From an optimization exercise on the open Yosys and OpenROAD flow, aimed at small area; shortcuts taken in it are not production practice.
Function was checked by simulation only, so behaviour that the tests miss may differ from the original.
Power and IR drop assume default switching activity.

Setup of east:
==> flow/design.v (excerpt) <==
module io22_core (
    input             clk,
    input             rst,           
    input             cmd_valid,
    input             cmd_edge,
    input      [63:0] cmd_word,
    output            cmd_ready,
    output reg        done,          
    output     [31:0] result,        
    output            ser_data,
    output            ser_clk,
    output            ser_latch,
    output            oe_n
);
==> flow/config.mk <==
export PLATFORM = sky130hd
export DESIGN_NAME = io22_core
export DESIGN_NICKNAME = io22_core
export VERILOG_FILES = /design/flow/design.v
export SDC_FILE = /design/flow/constraint.sdc
export NUM_CORES = 4
export LEC_CHECK = 0
export CAP_MARGIN = 20
export CORE_MARGIN = 2
export CORE_UTILIZATION = 40
export CTS_BUF_LIST = sky130_fd_sc_hd__clkbuf_8
export CTS_CLUSTER_DIAMETER = 80
export CTS_CLUSTER_SIZE = 20
export SLEW_MARGIN = 20
==> flow/constraint.sdc <==
create_clock -name core_clock -period 20.0 [get_ports {clk}]
set_input_delay 4.0000 -clock core_clock [delete_from_list [all_inputs] [get_ports {clk}]]
set_output_delay 4.0000 -clock core_clock [all_outputs]
set_load 0.01 [all_outputs]
standard.sh (not shown) runs the stock make flow with config.mk's settings and CLKGATE_MAP_FILE= SYNTH_SCRIPT=/design/flow/synth_recipe.tcl, a recipe that flattens the netlist after the stock synthesis.
==> flow/flow/run.sh <==
#!/bin/bash
set -euo pipefail
export BUFFER_PORTS_ARGS="-buffer_cell sky130_fd_sc_hd__buf_1"
bash standard.sh > standard_flow.log 2>&1
The flow did not stop early for east: all stages ran, and the layout cleared the timing, design-rule and antenna checks.
The inputs of north differ from those of east as listed below.
- CTS_CLUSTER_DIAMETER: 80 -> 70
- CTS_CLUSTER_SIZE: 20 -> 18
## What came out
Result for east and north: all clean. Sort east and north by routed length on met2 asc -> top: east. Re area share of xor/xnor cells in the synthesized design: no difference whatsoever between north and east. Between east and north, the difference in global-route met3 utilization is negligible. Taking east as the reference, in north combined global-route utilization of all metal layers level; via count moved up. north against east: time the worst path needs with I/O delays and setup roughly the same, total power consumption of the routed design +42 uW, transition at the pin with the smallest max-transition slack up 30 ps, normalized max-slew margin lost 2.0 points. Synthesis-to-finish area growth in north vs east: up 0.61 points. The run showing the greater clock transition at the register clock pins on the worst setup and hold paths after CTS is east.


io22_core, a different RTL version from the one above (not shown whole).
For scale: about 1700 cells after synthesis, about 110 I/O pins, ~23000 um^2 of cells after synthesis.
export LEC_CHECK = 0
export CAP_MARGIN = 20
export CORE_MARGIN = 2
export CORE_UTILIZATION = 60
export CTS_BUF_LIST = sky130_fd_sc_hd__clkbuf_8
export CTS_CLUSTER_DIAMETER = 50
export CTS_CLUSTER_SIZE = 18
export PLACE_DENSITY = 0.7
export SLEW_MARGIN = 20
create_clock -name core_clock -period 20.0 [get_ports {clk}]
Scripts as last shown in full above: flow/flow/run.sh
Rerun with:
==> flow/run.sh (new file) <==
#!/bin/bash
# synth_recipe.tcl (not shown) runs the flow's synth.tcl, then flattens the netlist and writes it again
# the make line also repeats each setting of config.mk as NAME=value (left out here)
make -C /OpenROAD-flow-scripts/flow DESIGN_CONFIG=/design/flow/config.mk WORK_HOME=/design/flow/orfs CLKGATE_MAP_FILE= SYNTH_SCRIPT=/design/flow/synth_recipe.tcl finish
Settings changed: CORE_UTILIZATION 60 to 40, CTS_BUF_LIST sky130_fd_sc_hd__clkbuf_8 to not set, CTS_CLUSTER_DIAMETER 50 to not set, CTS_CLUSTER_SIZE 18 to not set, PLACE_DENSITY 0.7 to not set.
removed: flow/flow/run.sh
removed: flow/standard.sh
Outcome: Die area rises by 49%. Critical path depth is unchanged. Non-clock buffer count went up by 1. Final area grows by 11%. Wire length is higher by 5.4%. Setup slack loses 0.64 ns.


## alpha
Starting RTL as in the previous note.
clock: 20.0 ns
lec_check: 0
cap_margin: 20
core_margin: 2
core_utilization: 40
cts_buf_list: sky130_fd_sc_hd__clkbuf_8
cts_cluster_diameter: 50
cts_cluster_size: 20
slew_margin: 20
run.sh (not shown) runs the stock make flow with config.mk's settings and CLKGATE_MAP_FILE= SYNTH_SCRIPT=/design/flow/synth_recipe.tcl, a recipe that flattens the netlist after the stock synthesis.
Stock flow here: none of the scripts above is used.
alpha: no failed stages, no open violations at the end
#### Input delta (beta over alpha)
- CTS_CLUSTER_SIZE: 20 -> 32
- PLACE_DENSITY: unset -> 0.7
- CORE_UTILIZATION: 40 -> 60
- CTS_BUF_LIST: sky130_fd_sc_hd__clkbuf_8 -> sky130_fd_sc_hd__clkbuf_16
==> flow/flow/run.sh (new file) <==
#!/bin/bash
set -euo pipefail
export BUFFER_PORTS_ARGS="-buffer_cell sky130_fd_sc_hd__buf_1"
bash standard.sh > standard_flow.log 2>&1
==> flow/standard.sh (new file) <==
#!/bin/bash
# synth_recipe.tcl (not shown) runs the flow's synth.tcl, then flattens the netlist and writes it again
# the make line also repeats each setting of config.mk as NAME=value (left out here)
make -C /OpenROAD-flow-scripts/flow DESIGN_CONFIG=/design/flow/config.mk WORK_HOME=/design/flow/orfs CLKGATE_MAP_FILE= SYNTH_SCRIPT=/design/flow/synth_recipe.tcl "${@:-finish}"
removed: flow/run.sh
Findings:
- In the tables for beta and alpha, share of power burned in combinational logic reads lower with beta.
- beta has detailed placer's ending HPWL below what alpha had.
- beta: number of clock buffers inserted by TritonCTS lower than alpha
- For post-placement cell count, dividing the value from alpha by the value from beta gives 1.11.
Modified inputs, gamma compared to beta
- CTS_CLUSTER_DIAMETER changed from 50 to 70
- PLACE_DENSITY removed (was 0.7)
- CTS_BUF_LIST changed from sky130_fd_sc_hd__clkbuf_16 to sky130_fd_sc_hd__clkbuf_8
- CTS_CLUSTER_SIZE changed from 32 to 18
- CORE_UTILIZATION changed from 60 to 40
- CAP_MARGIN changed from 20 to 0
- SLEW_MARGIN changed from 20 to 0
- GPL_TIMING_DRIVEN newly set to 0
==> results.txt <==
Diff beta -> gamma: sum of routed wire length over all layers shows a reduction of about 3.7%, total design power decreased by about 7% relative to the old numbers. met1 layer wirelength in the final routing for gamma: about 4% up relative to beta. gamma against beta: area of the multi-input gates closely matched the old numbers, portion of total power attributed to combinational logic higher, count of cell instances traversed by the critical path saw an increase.


Starting RTL as in the previous note.
export LEC_CHECK = 0
export CAP_MARGIN = 20
export CORE_MARGIN = 2
export CORE_UTILIZATION = 40
export CTS_BUF_LIST = sky130_fd_sc_hd__clkbuf_8
export CTS_CLUSTER_DIAMETER = 70
export CTS_CLUSTER_SIZE = 18
export SLEW_MARGIN = 20
create_clock -name core_clock -period 20.0 [get_ports {clk}]
standard.sh (not shown) runs the stock make flow with config.mk's settings and CLKGATE_MAP_FILE= SYNTH_SCRIPT=/design/flow/synth_recipe.tcl, a recipe that flattens the netlist after the stock synthesis.
==> flow/flow/run.sh <==
#!/bin/bash
set -euo pipefail
export BUFFER_PORTS_ARGS="-buffer_cell sky130_fd_sc_hd__buf_1"
bash standard.sh > standard_flow.log 2>&1
The first run completed with no timing, DRC or antenna violations.
Rerun with:
CTS_BUF_LIST = sky130_fd_sc_hd__clkbuf_4   (was sky130_fd_sc_hd__clkbuf_8)
CTS_CLUSTER_DIAMETER = 45   (was 70)
CTS_CLUSTER_SIZE = 10   (was 18)
Result: Synthesized cell count stays the same. Design area stays flat. Wire length rose by 1.1%.

## afterwards: timing with drivers on the ports
How much do the figures lean on ideal ports? The routed layouts below were timed once more, with nothing changed but the port constraints. Step 1 assumes that a clkbuf_16 drives the clock port and a buf_2 every other input. Step 2 times the ports against the registers' clock, not the clock port: input delays grow and output delays shrink by t, the midpoint of the rising clock arrivals with the driver on. Slacks: ideal ports / drivers / drivers and shift; pairs: ideal ports / drivers.
run	t, ns	setup slack, ns	worst setup path at the end	latest minus earliest clock arrival (ns)	cell pins on the clock port's net
east	0.705	10.643 / 10.669 / 9.965	input to register	0.053 / 0.053	1
north	0.722	10.643 / 10.674 / 9.952	input to register	0.030 / 0.031	1
the first run of note 2	0.718	11.157 / 11.190 / 10.472	input to register	0.036 / 0.036	1
the second run of note 2	0.653	10.515 / 10.547 / 9.894	input to register	0.049 / 0.049	1
alpha	0.733	10.568 / 10.598 / 9.865	input to register	0.039 / 0.038	1
beta	0.663	11.086 / 11.125 / 10.462	input to register	0.038 / 0.038	1
gamma	0.744	9.450 / 9.473 / 8.729	input to register	0.052 / 0.053	1
the first run of note 4	0.734	10.798 / 10.815 / 10.081	input to register	0.055 / 0.054	1
the second run of note 4	0.895	10.967 / 10.981 / 10.086	input to register	0.085 / 0.086	1
After both steps every run listed still meets setup and hold. For the second run of note 4, which loses most, drivers alone change the setup slack by +0.014 ns; drivers and shift together by -0.881 ns.
